This design comes from an exercise in tuning for small area on the open sky130 flow, not from production work.
Power figures rest on the tool's default switching activity, not on a simulated workload.

==> flow/design.v (excerpt) <==
module mcar_timer (
    input  wire        clk,
    input  wire        rst,         
    input  wire [39:0] cmd,
    input  wire        cmd_valid,
    input  wire        tick,        
    input  wire [7:0]  flag0,       
    input  wire [7:0]  flag1,       
    output wire        busy,
    output wire [7:0]  result,
    output wire [7:0]  fault,
    output wire [5:0]  pin_dir,
    output wire [5:0]  pin_out,
    output wire [7:0]  cb_out,
    output reg         cb_strobe
);
clock: 14.0 ns
lec_check: 0
cap_margin: 20
core_margin: 2
core_utilization: 40
slew_margin: 20
standard.sh (not shown) runs the stock make flow with config.mk's settings and CLKGATE_MAP_FILE= SYNTH_SCRIPT=/design/flow/synth_recipe.tcl, a recipe that flattens the netlist after the stock synthesis.
==> flow/flow/run.sh <==
#!/bin/bash
# Standard ORFS layout (the standard.sh, standard synthesis unchanged) with two
# changes: the port buffers use the smallest buffer cell, and CTS builds a small tree
# (one sink cluster, clkbuf_8, no dummy loads).
set -euo pipefail
export BUFFER_PORTS_ARGS="-buffer_cell sky130_fd_sc_hd__buf_1"
export CTS_ARGS="-sink_clustering_enable -repair_clock_nets -dont_use_dummy_load -sink_clustering_size 100 -sink_clustering_max_diameter 500 -buf_list sky130_fd_sc_hd__clkbuf_8"
bash standard.sh finish > standard_flow.log 2>&1
Then changed:
--- a/flow/design.v
+++ b/flow/design.v
@@ -96,51 +96,49 @@
     wire        lo_zero = (m[11:0] == 12'd0);
     wire        m_zero  = lo_zero && (!stack_empty || m[21:12] == 10'd0);
     wire        short   = !stack_empty ||
                           ((m[21:6] == 16'd0) && (!m[5] || m[4:0] == 5'd0));
     wire [15:0] plan_n1 = (m_zero || !stack_empty) ? 16'd0 : s[27:12];
     wire        lo_n7   = (s[2:0] != 3'd7);
     wire [8:0]  qx;
     mt_add #(9) u_q (.a(s[11:3]), .b(~{7'd0, short & lo_n7, short ^ lo_n7}), .ci(1'b1), .s(qx));
     wire        q_zero  = m_zero || (!short && s[11:3] == 9'd0 && lo_n7);
     wire [7:0]  plan_q  = q_zero ? 8'd0 : qx[8:1];
-    wire        isr_step = !flt && ovf_pend;
+    wire [15:0] isr_inc;
     wire        isr_done_cnt;
+    mt_inc #(16) u_isr_inc (.a(isr_cnt), .ci(1'b1), .s(isr_inc), .co());
     mt_ge  #(16) u_isr_ge  (.a(isr_cnt), .b(need1), .ge(isr_done_cnt));
-    wire        isr_done  = isr_done_cnt || tflag_up;
-    wire        isr_clear = isr_step && isr_done;
-    wire [15:0] isr_inc;
-    mt_inc #(16) u_isr_inc (.a(isr_cnt), .ci(isr_step && !isr_done), .s(isr_inc), .co());
-    wire        poll_step = !flt && !ovf_pend && dpoll_act && t_tov;
     wire [15:0] poll_dec;
     wire        poll_zero;
-    mt_inc #(16) u_poll (.a(poll_left), .ci(poll_step), .s(poll_dec), .co(poll_zero));
+    mt_inc #(16) u_poll (.a(poll_left), .ci(1'b1), .s(poll_dec), .co(poll_zero));
     reg        n_run, n_toie, n_tov, n_pend, n_mstop, n_flt, n_pdir;
     reg        n_ena0, n_ena1, n_pwm, n_strobe;
     reg [7:0]  n_k, n_cb;
     reg [15:0] n_need1, n_isr_cnt, n_poll_left;
     reg [1:0]  n_tref, n_mref, n_res, n_ph;
     reg [3:0]  n_on;
     reg        n_dpoll, n_setdc, n_rot;
     reg        raise_fault, start;
     reg  [7:0] k_mux;
     reg        k_tick;
     wire [7:0] k_dec;
     wire       k_ovf;
     mt_inc #(8) u_k (.a(k_mux), .ci(k_tick), .s(k_dec), .co(k_ovf));
     always @(*) begin
         n_run       = t_run;
+        n_k         = t_k;
         n_toie      = t_toie;
         n_tov       = t_tov;
         n_pend      = ovf_pend;
         n_need1     = need1;
-        n_poll_left = poll_dec;
+        n_isr_cnt   = isr_cnt;
+        n_poll_left = poll_left;
         n_tref      = tref;
         n_mref      = mref;
         n_cb        = cb;
         n_mstop     = mstop;
         n_res       = res;
         n_flt       = flt;
         n_pdir      = pdir;
         n_ena0      = ena0;
         n_ena1      = ena1;
         n_pwm       = pwm;
@@ -150,26 +148,29 @@
         n_on        = on_ms;
         n_ph        = setdc_ph;
         n_rot       = rot_act;
         raise_fault = 1'b0;
         start       = 1'b0;
         k_mux       = t_k;
         k_tick      = 1'b0;
         if (flt) begin
         end else if (ovf_pend) begin
             n_pend = 1'b0;
-            if (isr_done) begin
+            if (isr_done_cnt || tflag_up) begin
+                n_isr_cnt = 16'd0;
                 n_run     = 1'b0;
                 if (cb == 8'd1)
                     n_mstop = 1'b1;
                 else if (cb != 8'd0)
                     n_strobe = 1'b1;
+            end else begin
+                n_isr_cnt = isr_inc;
             end
         end else begin
             if (stack_empty) begin
                 if (cmd_valid) begin
                     if (cmd_reserved) begin
                         n_res = 2'd1;
                     end else begin
                         case (op)
                             OP_CFGNM: begin
                                 if (arg[7:1] != 7'd0) begin
@@ -246,20 +247,22 @@
                         endcase
                     end
                 end
             end else if (dpoll_act) begin
                 if (t_tov) begin
                     n_tov = 1'b0;
                     if (poll_zero || tflag_up) begin
                         n_run   = 1'b0;
                         n_dpoll = 1'b0;
                         if (!setdc_act && !rot_act) n_res = 2'd0;
+                    end else begin
+                        n_poll_left = poll_dec;
                     end
                 end
             end else if (setdc_act) begin
                 case (setdc_ph)
                     S_TEST: begin
                         if (mref == 2'd0) begin
                             raise_fault = 1'b1;
                         end else if (!mstop && !mflag_up) begin
                             n_pwm = 1'b1;
                             n_ph  = S_ON;
@@ -283,32 +286,33 @@
                     end
                 endcase
             end else begin
                 n_ena0 = !ena0;
                 n_rot  = 1'b0;
                 n_res  = 2'd0;
             end
             if (start) begin
                 n_need1     = plan_n1;
                 n_poll_left = ~plan_n1;
-                k_mux       = ~plan_q;
+                n_k         = ~plan_q;
                 n_run       = 1'b1;
                 n_dpoll     = 1'b1;
             end
+            k_mux = n_k;
             k_tick = !raise_fault && tick && n_run;
             if (k_ovf) begin
                 n_tov = 1'b1;
                 if (t_toie) n_pend = 1'b1;
             end
+            n_k = k_dec;
         end
         if (raise_fault) n_flt = 1'b1;
-        n_k = k_dec;
     end
     always @(posedge clk) begin
         if (rst) begin
             t_run     <= 1'b0;
             t_toie    <= 1'b0;
             t_tov     <= 1'b0;
             ovf_pend  <= 1'b0;
             isr_cnt   <= 16'd0;
             tref      <= 2'd0;
             mref      <= 2'd0;
@@ -322,21 +326,21 @@
             pwm       <= 1'b0;
             cb_strobe <= 1'b0;
             dpoll_act <= 1'b0;
             setdc_act <= 1'b0;
             rot_act   <= 1'b0;
         end else begin
             t_run     <= n_run;
             t_toie    <= n_toie;
             t_tov     <= n_tov;
             ovf_pend  <= n_pend;
-            isr_cnt   <= isr_clear ? 16'd0 : isr_inc;
+            isr_cnt   <= n_isr_cnt;
             tref      <= n_tref;
             mref      <= n_mref;
             cb        <= n_cb;
             mstop     <= n_mstop;
             res       <= n_res;
             flt       <= n_flt;
             pdir      <= n_pdir;
             ena0      <= n_ena0;
             ena1      <= n_ena1;
             pwm       <= n_pwm;
After rerunning:
- design area is higher by a few percent
- final cell count is higher by a few percent
- sequential cell count stays the same
- global-route usage is lower by 0.17 points
- synthesized area is higher by a few percent
- clock skew barely changes
- via count is higher slightly
- combinational power is lower by a few percent
- fmax is about the same
No functional check of the RTL was part of any run of this note.

==> re-timing with driven ports <==
Ports are ideal in the flow. The routed layouts listed here were re-timed in OpenROAD. Step 1 assumes that a clkbuf_16 drives the clock port and a buf_2 every other input. Step 2 times the ports against the registers' clock, not the clock port: input delays grow and output delays shrink by t, the midpoint of the rising clock arrivals with the driver on. Slacks: ideal ports / drivers / drivers and shift; pairs: ideal ports / drivers.
| run | t (ns) | setup slack, ns | clock arrival spread, ns | worst data-port slew with drivers (ns) | cell pins on the clock port's net |
|---|---|---|---|---|---|
| the first run | 0.407 | 0.418 / 0.436 / 0.028 | 0.035 / 0.035 | 0.04 | 1 |
| the second run | 0.410 | 0.438 / 0.453 / 0.043 | 0.037 / 0.038 | 0.07 | 1 |
After both steps every run listed still meets setup and hold. For the second run, which loses most, drivers alone change the setup slack by +0.015 ns; drivers and shift together by -0.395 ns.
